This is an optimization exercise on Yosys and OpenROAD, whose aim is small area, not a production implementation.
In this exercise RTL edits were held to simulation tests only and were not proved equivalent to the original.

== the reference run ==
// irlink
module irlink (
    input  wire       clk,
    input  wire       rst,
    input  wire       tx_start,
    input  wire       tx_proto,    
    input  wire [9:0] tx_len,
    input  wire [7:0] cfg_p,
    input  wire [7:0] cfg_h,
    input  wire [3:0] cfg_npre,
    input  wire       cfg_pre_aa,
    output wire [9:0] tx_addr,
    input  wire [7:0] tx_rdata,
    output wire       tx_busy,
    output wire       tx_line,
    output wire       tx_done,
    output reg  [1:0] tx_err,
    input  wire       rx_pin,
    input  wire       rx_rearm,
    input  wire       rx_clear,
    input  wire [3:0] rx_rd_idx,
    output wire [7:0] rx_rd_data,
    output wire [3:0] rx_len,
    output wire       rx_active,
    output wire       boot_jump,
    output wire       booted
);
Size in the first run: about 700 cells after synthesis, roughly 170 flip-flops, roughly 80 I/O pins, roughly 8600 um^2 of cells after synthesis.
export LEC_CHECK = 0
export CAP_MARGIN = 20
export CORE_MARGIN = 2
export CORE_UTILIZATION = 40
export SLEW_MARGIN = 20
create_clock -name core_clock -period 10.0 [get_ports {clk}]
standard.sh (not shown) runs the stock make flow with config.mk's settings and CLKGATE_MAP_FILE= SYNTH_SCRIPT=/design/flow/synth_recipe.tcl, a recipe that flattens the netlist after the stock synthesis.
==> flow/flow/run.sh <==
#!/bin/bash
# Own layout flow: the standard flow (standard.sh, unchanged synthesis,
# floorplan, power grid, placement, routing), with two ORFS settings that
# only change which cells some steps insert:
#  - port buffers are sky130_fd_sc_hd__buf_1 (buffer_ports -buffer_cell)
#  - clock tree synthesis uses clkbuf_8 buffers and no dummy loads
# The whole make run's output goes to standard.log; ORFS keeps each step's
# own log under orfs/logs/.
set -euo pipefail
export BUFFER_PORTS_ARGS="-buffer_cell sky130_fd_sc_hd__buf_1"
export CTS_ARGS="-sink_clustering_enable -repair_clock_nets -dont_use_dummy_load -buf_list sky130_fd_sc_hd__clkbuf_8"
bash standard.sh > standard.log 2>&1
In summary, the reference run completed successfully, with a layout that passed the timing, DRC and antenna checks.
What the trial run does differently from the reference run at the input level:
==> flow/flow/run.sh <==
#!/bin/bash
# Own layout flow: the standard flow (standard.sh: ORFS synthesis,
# floorplan, power grid, placement, clock tree, routing), with settings added
# to config.mk that only change which cells some steps may use:
#  - synthesis maps no half/full-adder cells (they are added to the platform's
#    DONT_USE_CELLS), so the gate mapper builds the few counters from plain
#    gates, which is smaller here; registers are mapped exactly as before
#  - port buffers are sky130_fd_sc_hd__buf_1 (buffer_ports -buffer_cell)
#  - clock tree synthesis uses clkbuf_8 buffers and no dummy loads
# The make run's output goes to standard.log; ORFS keeps each step's own log
# under orfs/logs/.
set -euo pipefail
cat >> config.mk <<'EOT'
export DONT_USE_CELLS += sky130_fd_sc_hd__ha_1 sky130_fd_sc_hd__ha_2 sky130_fd_sc_hd__ha_4 sky130_fd_sc_hd__fa_1 sky130_fd_sc_hd__fa_2 sky130_fd_sc_hd__fa_4
export BUFFER_PORTS_ARGS = -buffer_cell sky130_fd_sc_hd__buf_1
export CTS_ARGS = -sink_clustering_enable -repair_clock_nets -dont_use_dummy_load -buf_list sky130_fd_sc_hd__clkbuf_8
EOT
bash standard.sh > standard.log 2>&1
diff --git a/flow/config.mk b/flow/config.mk
--- a/flow/config.mk
+++ b/flow/config.mk
@@ -11 +11,4 @@
 export SLEW_MARGIN = 20
+export DONT_USE_CELLS += sky130_fd_sc_hd__ha_1 sky130_fd_sc_hd__ha_2 sky130_fd_sc_hd__ha_4 sky130_fd_sc_hd__fa_1 sky130_fd_sc_hd__fa_2 sky130_fd_sc_hd__fa_4
+export BUFFER_PORTS_ARGS = -buffer_cell sky130_fd_sc_hd__buf_1
+export CTS_ARGS = -sink_clustering_enable -repair_clock_nets -dont_use_dummy_load -buf_list sky130_fd_sc_hd__clkbuf_8
Findings:
Summary: with the reference run as the reference, non-clock inverter total of the final layout in the trial run moved down by more than half.
Compared to the reference run, the trial run reaches a higher achievable clock.
For the smallest setup slack after layout, the trial run came in 490 ps higher than the reference run did.
From the reference run to the trial run the numbers moved as follows: die outline area shows a reduction of about 3.2%; iteration count of the initial detailed-routing pass shows a reduction of 1.
Row post-route worst hold slack: the trial run higher / the reference run lower

[what the ideal ports hide]
How much do the figures lean on ideal ports? The routed layouts below were timed once more, with nothing changed but the port constraints.
Step 1 assumes that a clkbuf_16 drives the clock port and a buf_2 every other input.
Step 2 also shifts input and output timing later by t, the mid clock arrival at the registers, as if the neighbouring blocks saw the same clock.
Slacks: ideal ports / drivers / drivers and shift; pairs: ideal ports / drivers.
run	t (ns)	slack for setup (ns)	worst register clock-pin slew, ns	cell pins on the clock port's net
the reference run	0.474	3.640 / 3.614 / 3.614	0.12 / 0.12	1
the trial run	0.473	4.134 / 4.101 / 4.101	0.10 / 0.10	1
After both steps every run listed still meets setup and hold. The setup slack of the trial run, which loses most, moves by -0.033 ns with the drivers and by -0.033 ns with both steps.
